Source: an optimization exercise on an open RTL-to-GDS flow (aim: small area, a short achievable clock period and few clock cycles). Production flows keep margins and buffers that such runs may drop.
The RTL was checked by simulation tests, not by an equivalence proof against the original design.
Power and IR drop assume default switching activity.

**run.sh**
```bash
#!/bin/bash
# synth_recipe.tcl (not shown) runs the flow's synth.tcl, then flattens the netlist and writes it again
# the make line also repeats each setting of config.mk as NAME=value (left out here)
make -C /OpenROAD-flow-scripts/flow DESIGN_CONFIG=/design/flow/config.mk WORK_HOME=/design/flow/orfs CLKGATE_MAP_FILE= SYNTH_SCRIPT=/design/flow/synth_recipe.tcl finish
```
**config.mk**
```make
export PLATFORM = sky130hd
export DESIGN_NAME = debounce_vertical_counter
export DESIGN_NICKNAME = debounce_vertical_counter
export VERILOG_FILES = /design/flow/design.v
export SDC_FILE = /design/flow/constraint.sdc
export NUM_CORES = 4
export LEC_CHECK = 0
export CAP_MARGIN = 20
export CORE_MARGIN = 2
export CORE_UTILIZATION = 40
export SLEW_MARGIN = 20
```
**constraint.sdc**
```tcl
create_clock -name core_clock -period 10.0 [get_ports {clk}]
set_input_delay 2.0000 -clock core_clock [delete_from_list [all_inputs] [get_ports {clk}]]
set_output_delay 2.0000 -clock core_clock [all_outputs]
set_load 0.01 [all_outputs]
```
**design.v**
```verilog
module debounce_vertical_counter (
    input  wire        clk,
    input  wire        rst,           
    input  wire        bus_req,
    input  wire        bus_we,
    input  wire [9:0]  bus_addr,
    input  wire [1:0]  bus_size,      
    input  wire [31:0] bus_wdata,
    output wire        bus_ack,
    output wire        bus_err,
    output wire [31:0] bus_rdata,
    input  wire [31:0] sample_in,
    output wire        evt_valid
);
    localparam W           = 32;
    localparam MAX_BUTTONS = 32;
    localparam [3:0] R_OK              = 4'd0;
    localparam [3:0] R_ILLEGAL         = 4'd1;
    localparam [3:0] R_PIN_RANGE       = 4'd2;
    localparam [3:0] R_TABLE_FULL      = 4'd3;
    localparam [3:0] R_BAD_ENTRY       = 4'd4;
    localparam [3:0] R_NOT_DISPATCHING = 4'd5;
    localparam [3:0] R_HANDLER_RAISED  = 4'd6;
    localparam [3:0] R_FAULTED         = 4'd7;
    localparam [3:0] F_REENTRANT_TICK       = 4'd1;
    localparam [3:0] F_REGISTER_IN_DISPATCH = 4'd2;
    localparam [31:0] ID_VALUE     = 32'h42544E31;
    localparam [31:0] CONFIG_VALUE = {7'd0, 1'b0, 8'd8, 8'd32, 8'd32};
    localparam [1:0] S_IDLE = 2'd0;
    localparam [1:0] S_WALK = 2'd1;
    localparam [1:0] S_RESP = 2'd2;
    reg [W-1:0] raw_q, c0_q, c1_q, last_q, delta_q, rising_q, falling_q;
    reg [5:0]   count_q;
    reg [7:0]   t_pin     [0:MAX_BUTTONS-1];
    reg         t_hr_p    [0:MAX_BUTTONS-1];    
    reg [7:0]   t_hr_t    [0:MAX_BUTTONS-1];    
    reg         t_hf_p    [0:MAX_BUTTONS-1];
    reg [7:0]   t_hf_t    [0:MAX_BUTTONS-1];
    reg         t_ar_p    [0:MAX_BUTTONS-1];    
    reg [7:0]   t_ar_t    [0:MAX_BUTTONS-1];
    reg         t_af_p    [0:MAX_BUTTONS-1];
    reg [7:0]   t_af_t    [0:MAX_BUTTONS-1];
    reg         dispatching_q;
    reg [4:0]   cur_e_q;
    reg         cur_ph_q;
    reg [31:0]  event_q;
    reg [3:0]   result_q;
    reg         fault_q;
    reg [3:0]   fault_code_q;
    reg [1:0]   state_q;
    reg [5:0]   walk_e_q;
    reg         walk_ph_q;
    reg         resp_err_q;
    reg [31:0]  resp_rdata_q;
    assign bus_ack   = (state_q == S_RESP);
    assign bus_err   = resp_err_q;
    assign bus_rdata = resp_rdata_q;
    assign evt_valid = dispatching_q;
    wire req_bad   = (bus_size != 2'd2) || (bus_addr[1:0] != 2'b00);
    wire is_cmd    = bus_we && (bus_addr == 10'h004);
    wire [31:0] v  = bus_wdata;
    wire [3:0]  op = v[31:28];
    wire dec_tick  = (op == 4'h1) && (v[27:0] == 28'd0);
    wire dec_reg   = (op == 4'h2) && (v[27:8] == 20'd0);
    wire dec_set   = ((op == 4'h3) || (op == 4'h4)) && (v[27:24] == 4'd0) && (v[14:9] == 6'd0);
    wire dec_ack   = (op == 4'h5) && (v[27:1] == 27'd0);
    wire dec_reset = (v == 32'hF0000000);
    wire [7:0] f_pin     = v[7:0];
    wire [7:0] f_entry   = v[23:16];
    wire       f_edge    = v[15];
    wire       f_present = v[8];
    wire [7:0] f_token   = v[8] ? v[7:0] : 8'd0;
    wire       f_raised  = v[0];
    wire [W-1:0] d_new   = sample_in ^ raw_q;
    wire [W-1:0] c1_new  = (c1_q ^ c0_q) & d_new;
    wire [W-1:0] c0_new  = (~c0_q) & d_new;
    wire [W-1:0] raw_new = raw_q ^ (c0_new & c1_new);
    wire [W-1:0] ri_new  = raw_new & ~last_q;
    wire [W-1:0] fa_new  = ~raw_new & last_q;
    wire [4:0]  we_idx     = walk_e_q[4:0];
    wire        walk_end   = (walk_e_q >= count_q);
    wire [7:0]  w_pin      = t_pin[we_idx];
    wire [W-1:0] w_mask    = walk_ph_q ? falling_q : rising_q;
    wire        w_hp       = walk_ph_q ? t_hf_p[we_idx] : t_hr_p[we_idx];
    wire [7:0]  w_ht       = walk_ph_q ? t_hf_t[we_idx] : t_hr_t[we_idx];
    wire        w_ap       = walk_ph_q ? t_af_p[we_idx] : t_ar_p[we_idx];
    wire [7:0]  w_at       = walk_ph_q ? t_af_t[we_idx] : t_ar_t[we_idx];
    wire        w_match    = !walk_end && w_mask[w_pin[4:0]] && w_hp;
    wire [5:0]  succ_e     = cur_ph_q ? ({1'b0, cur_e_q} + 6'd1) : {1'b0, cur_e_q};
    wire        succ_ph    = ~cur_ph_q;
    reg [31:0] rd_value;
    wire [4:0] rd_i = {bus_addr[9], bus_addr[7:4]};
    always @(*) begin
        rd_value = 32'd0;
        if (bus_addr[9:8] == 2'b00) begin
            case (bus_addr[7:0])
                8'h00: rd_value = ID_VALUE;
                8'h04: rd_value = 32'd0;
                8'h08: rd_value = {8'd0, 2'd0, count_q, 4'd0, fault_code_q,
                                   2'd0, fault_q, dispatching_q, result_q};
                8'h0C: rd_value = raw_q;
                8'h10: rd_value = c0_q;
                8'h14: rd_value = c1_q;
                8'h18: rd_value = last_q;
                8'h1C: rd_value = delta_q;
                8'h20: rd_value = rising_q;
                8'h24: rd_value = falling_q;
                8'h28: rd_value = event_q;
                8'h2C: rd_value = CONFIG_VALUE;
                default: rd_value = 32'd0;
            endcase
        end else if (bus_addr[9:8] != 2'b11) begin
            case (bus_addr[3:2])
                2'd0: rd_value = {({1'b0, rd_i} < count_q), 23'd0,
                                  t_pin[rd_i]};
                2'd1: rd_value = {7'd0, t_ar_p[rd_i], t_ar_t[rd_i], 7'd0,
                                  t_hr_p[rd_i], t_hr_t[rd_i]};
                2'd2: rd_value = {7'd0, t_af_p[rd_i], t_af_t[rd_i], 7'd0,
                                  t_hf_p[rd_i], t_hf_t[rd_i]};
                default: rd_value = 32'd0;
            endcase
        end
    end
    integer i;
    always @(posedge clk) begin
        if (rst) begin
            state_q      <= S_IDLE;
            walk_e_q     <= 6'd0;
            walk_ph_q    <= 1'b0;
            resp_err_q   <= 1'b0;
            resp_rdata_q <= 32'd0;
        end else begin
            case (state_q)
                S_IDLE: begin
                    if (bus_req) begin
                        resp_err_q   <= req_bad;
                        resp_rdata_q <= (!req_bad && !bus_we) ? rd_value : 32'd0;
                        state_q      <= S_RESP;
                        if (!req_bad && is_cmd && !dec_reset && !fault_q) begin
                            if (dec_tick && !dispatching_q &&
                                ((ri_new | fa_new) != 32'd0)) begin
                                walk_e_q  <= 6'd0;
                                walk_ph_q <= 1'b0;
                                state_q   <= S_WALK;
                            end
                            if (dec_ack && dispatching_q && !f_raised) begin
                                walk_e_q  <= succ_e;
                                walk_ph_q <= succ_ph;
                                state_q   <= S_WALK;
                            end
                        end
                    end
                end
                S_WALK: begin
                    if (walk_end || w_match) begin
                        state_q <= S_RESP;
                    end else begin
                        walk_ph_q <= ~walk_ph_q;
                        if (walk_ph_q)
                            walk_e_q <= walk_e_q + 6'd1;
                    end
                end
                default: begin
                    state_q <= S_IDLE;
                end
            endcase
        end
    end
    wire do_cmd   = (state_q == S_IDLE) && bus_req && !req_bad && is_cmd;
    wire do_reset = rst || (do_cmd && dec_reset);
    always @(posedge clk) begin
        if (do_reset) begin
            raw_q         <= 32'd0;
            c0_q          <= 32'd0;
            c1_q          <= 32'd0;
            last_q        <= 32'd0;
            delta_q       <= 32'd0;
            rising_q      <= 32'd0;
            falling_q     <= 32'd0;
            count_q       <= 6'd0;
            dispatching_q <= 1'b0;
            cur_e_q       <= 5'd0;
            cur_ph_q      <= 1'b0;
            event_q       <= 32'd0;
            result_q      <= R_OK;
            fault_q       <= 1'b0;
            fault_code_q  <= 4'd0;
            for (i = 0; i < MAX_BUTTONS; i = i + 1) begin
                t_pin[i]  <= 8'd0;
                t_hr_p[i] <= 1'b0;
                t_hr_t[i] <= 8'd0;
                t_hf_p[i] <= 1'b0;
                t_hf_t[i] <= 8'd0;
                t_ar_p[i] <= 1'b0;
                t_ar_t[i] <= 8'd0;
                t_af_p[i] <= 1'b0;
                t_af_t[i] <= 8'd0;
            end
        end else if (do_cmd) begin
            if (fault_q) begin
                result_q <= R_FAULTED;
            end else if (dec_tick) begin
                if (dispatching_q) begin
                    fault_q      <= 1'b1;
                    fault_code_q <= F_REENTRANT_TICK;
                    result_q     <= R_FAULTED;
                end else begin
                    raw_q     <= raw_new;
                    c0_q      <= c0_new;
                    c1_q      <= c1_new;
                    delta_q   <= d_new;
                    rising_q  <= ri_new;
                    falling_q <= fa_new;
                    result_q  <= R_OK;
                    if ((ri_new | fa_new) == 32'd0)
                        last_q <= raw_new;
                end
            end else if (dec_reg) begin
                if (dispatching_q) begin
                    fault_q      <= 1'b1;
                    fault_code_q <= F_REGISTER_IN_DISPATCH;
                    result_q     <= R_FAULTED;
                end else if (f_pin >= W) begin
                    result_q <= R_PIN_RANGE;
                end else if (count_q == MAX_BUTTONS) begin
                    result_q <= R_TABLE_FULL;
                end else begin
                    t_pin[count_q[4:0]]  <= f_pin;
                    t_hr_p[count_q[4:0]] <= 1'b0;
                    t_hr_t[count_q[4:0]] <= 8'd0;
                    t_hf_p[count_q[4:0]] <= 1'b0;
                    t_hf_t[count_q[4:0]] <= 8'd0;
                    t_ar_p[count_q[4:0]] <= 1'b0;
                    t_ar_t[count_q[4:0]] <= 8'd0;
                    t_af_p[count_q[4:0]] <= 1'b0;
                    t_af_t[count_q[4:0]] <= 8'd0;
                    count_q  <= count_q + 6'd1;
                    raw_q    <= sample_in;
                    last_q   <= sample_in;
                    result_q <= R_OK;
                end
            end else if (dec_set) begin
                if ({2'd0, count_q} <= f_entry) begin
                    result_q <= R_BAD_ENTRY;
                end else begin
                    if (op == 4'h3) begin
                        if (f_edge) begin
                            t_hf_p[f_entry[4:0]] <= f_present;
                            t_hf_t[f_entry[4:0]] <= f_token;
                        end else begin
                            t_hr_p[f_entry[4:0]] <= f_present;
                            t_hr_t[f_entry[4:0]] <= f_token;
                        end
                    end else begin
                        if (f_edge) begin
                            t_af_p[f_entry[4:0]] <= f_present;
                            t_af_t[f_entry[4:0]] <= f_token;
                        end else begin
                            t_ar_p[f_entry[4:0]] <= f_present;
                            t_ar_t[f_entry[4:0]] <= f_token;
                        end
                    end
                    result_q <= R_OK;
                end
            end else if (dec_ack) begin
                if (!dispatching_q) begin
                    result_q <= R_NOT_DISPATCHING;
                end else if (f_raised) begin
                    dispatching_q <= 1'b0;
                    event_q       <= 32'd0;
                    result_q      <= R_HANDLER_RAISED;
                end else begin
                    result_q <= R_OK;
                end
            end else begin
                result_q <= R_ILLEGAL;
            end
        end else if (state_q == S_WALK) begin
            if (walk_end) begin
                dispatching_q <= 1'b0;
                event_q       <= 32'd0;
                last_q        <= raw_q;
            end else if (w_match) begin
                dispatching_q <= 1'b1;
                cur_e_q       <= we_idx;
                cur_ph_q      <= walk_ph_q;
                event_q       <= {1'b1, we_idx, walk_ph_q, w_ap, w_at, w_ht, w_pin};
            end
        end
    end
endmodule
```
==> results.txt <==
through the flow:
step,power [mW],hold slack (ns),setup WS [ns]
2_1_floorplan,9.09,0.433,4.23
3_3_place_gp,9.64,0.444,1.39
3_5_place_dp,9.68,0.449,1.95
4_1_cts,16.2,0.456,2.82
5_1_grt,16.6,0.480,2.33
6_report,16.2,0.456,2.47
cells by family after synthesis:
logic type / count (synthesis) / share of synthesized area, %
flops: 1730 / 53.1
simple gates: 2254 / 11.6
buf+inv: 863 / 3.76
other cells: 1 / 0.00409
xor+xnor: 43 / 0.411
fa+ha+maj: 89 / 1.21
compound gates: 915 / 6.40
mux: 1054 / 23.5
power by group:
part / switching, mW / total, mW / internal, mW
clock: 2.93 / 6.64 / 3.71
combinational: 0.798 / 1.34 / 0.545
sequential: 0.157 / 8.24 / 8.08
total: 3.88 / 16.2 / 12.3
cell usage in the layout, fill, tap and decap left out, types with 24 or more instances in the layout:
master and count:
clkbuf_16 184, a22oi_1 54, xnor2_1 41, edfxtp_1 1408, or4b_2 24, a211oi_1 72, a22o_1 24, a221oi_1 54
nand2_1 446, a31oi_1 35, mux2_2 30, o21ai_0 136, clkdlybuf4s50_1 109, mux4_2 856, nand3_1 29, mux2i_1 149
clkbuf_1 42, o21ai_1 115, conb_1 96, inv_1 91, nor3_1 1171, o2bb2ai_2 28, a21oi_1 286, nor2_1 378
dfxtp_1 316, ha_1 86, a222oi_1 26, clkinv_1 45, buf_4 180, nor2b_1 49, or3_1 38
final cells by class:
| class | instances | area [um2] |
|---|---|---|
| well taps | 3009 | 3760 |
| clock inverters | 91 | 727 |
| clock buffers | 238 | 4930 |
| diodes | 7 | 17.5 |
| multi-input cells | 4451 | 40400 |
| repair buffers | 321 | 3020 |
| flip-flops and latches | 1730 | 48700 |
| inverters | 96 | 360 |
| fillers | 20300 | 126000 |
registers in the layout, summed over array words and instances, names as in the netlist, 256 cells and up, named ones only:
name and cells:
t_ar_t 256, t_af_t 256, t_pin 256, t_hr_t 256, t_hf_t 256
worst max-delay path, cell delays in order:
cell	delay, ns
clkdlybuf4s50_1	0.71
nor3_1	1.03
nand4_1	0.37
or3_1	0.54
nor4_2	0.53
nor3_1	0.16
nand2_1	0.27
nor2_1	0.19
nand3_4	0.67
buf_4	0.59
nor2_1	0.09
a21oi_1	0.29
o21ai_1	0.46
final timing paths:
check	startpoint	to	slack (ns)
worst max-delay path	bus_wdata[20]	t_af_t[0][3]	2.47
worst min-delay path	resp_rdata_q[22]	resp_rdata_q[22]	0.46
worst max register to register	flop	event_q[14]	3.75
worst min register to register	resp_rdata_q[22]	resp_rdata_q[22]	0.46
per-layer routing:
layer	GRT usage (%)	vias to the layer above	part of all wire (%)	wire, um
li1	-	27100	-	-
met1	36.7	33200	37	120000
met2	40.9	4418	45	144000
met3	9.62	597	14	45900
met4	8.19	40	3.3	10600
met5	1.10	-	0.12	375
==> out/metrics.cfg <==
[yosys]
synth-seq-cells=1730
seq_area_frac_synth_pct=53.1
syn_area_mm2=0.0917
synth-edff-count=1408
synth_top_area_cell=edfxtp_1
yosysWarningCount=1
avgSynthCellArea_um2=13.2
yosysTopAreaCellShare_pct=46.1
async_flop_share_pct=0
synthTopCellsByArea=edfxtp_1, mux4_2, dfxtp_1, nor3_1, clkbuf_1
postSynthCellCount=6949
synth_ff_type=edfxtp_1
ys_types=83
yosysMostFrequentCell=edfxtp_1
netlist_top_cells_count=edfxtp_1, nor3_1, mux4_2

[placed_design]
dpl.cell_count=9602
numPortBuffers=114
placed_area_mm2=0.0962
place_congestion=0.977
hpwl_mm=215

[finish]
utilization_pct=44.8
area_delta_synth_final_pct=11.1
layout-drive-gt1-share_pct=21.4
fin_cells=9943
design_area_mm2=0.102
nets=6949

[power]
powerDensity_mw_per_mm2=159
p_leak_nw=29.4
vdd_drop_max_v=0.000187

[worst_setup_path]
end_kind=flop
critPathLaunchType=input port
path_max_fanout=61
r2r_cells=13
critPathRequiredTime_ns=10.41
critPathKind=input port to flop
cp_data_arrival_time_ns=7.95

[route]
vias=65400
antenna_left=0
drc_errors=0
drt_pass1_iterations=9
wirelength_mm=321
avgViaCountPerCell=6.57
drt_iter0_markers=9551
wire_per_inst_um=32.3

[grt]
grt_pass1_vias=61900
grt_pass1_wl_mm=454
track_usage_pct=27.1
grt_max_degree=170
grt_antenna_before_repair=40
grt_overflow=0

[die]
start_util_pct=40.3
dieWidth_um=483
io_pins=115
rows=175
die-area_mm2=0.233
die_y_um=483
coreArea_mm2=0.228

[timing]
maxSlewHeadroom_pct=13.7
setup_viol=0
fmax_mhz=133
drv_slew=0
fin_crit_sh_pct=75.3
skew_ns=0.0351
worst_slew_pin_slew_ns=1.29
grt_setup_unrepaired=no
period_needed_ns=7.53
fin_setup_tns_ns=0
hold_viol_final=0

[clocking]
cts_root_buf=clkbuf_16
cts_buffers=183
cts_tree=done
cts_buffer_depth=3
clkTransAtPathRegs_ns=0.06
cts_setup_buffers=0
cts-resized-gates=0
cts_sinks=1730
htreeDepth=4
clk_latency_ns=0.85
ctsHoldBuffers=0

[outcome]
status=complete, no violations

[min_path]
hold_depth=2
min_path_type=flop to flop

[flow_run]
maxCapViolCount=0

Testbench counts, summed over its fixed seeds: cycles 88,407.

[what the ideal ports hide]
In the flow no input, the clock included, has a driving cell. The finished layout below was timed again as built, in two steps.
Step 1 sets driving cells, clkbuf_16 on the clock port and buf_2 on the other inputs (assumed; they add their load-dependent delay and slew).
Step 2 also shifts input and output timing later by t, the mid clock arrival at the registers, as if the neighbouring blocks saw the same clock.
Slacks: ideal / step 1 / step 2; pairs: ideal / step 1.
t (ns): 0.920
setup slack, ns: 2.466 / 2.491 / 1.571
slew at the worst register clock pin (ns): 0.07 / 0.07
After both steps this run still meets setup and hold. For this run, drivers alone change the setup slack by +0.025 ns; drivers and shift together by -0.895 ns.
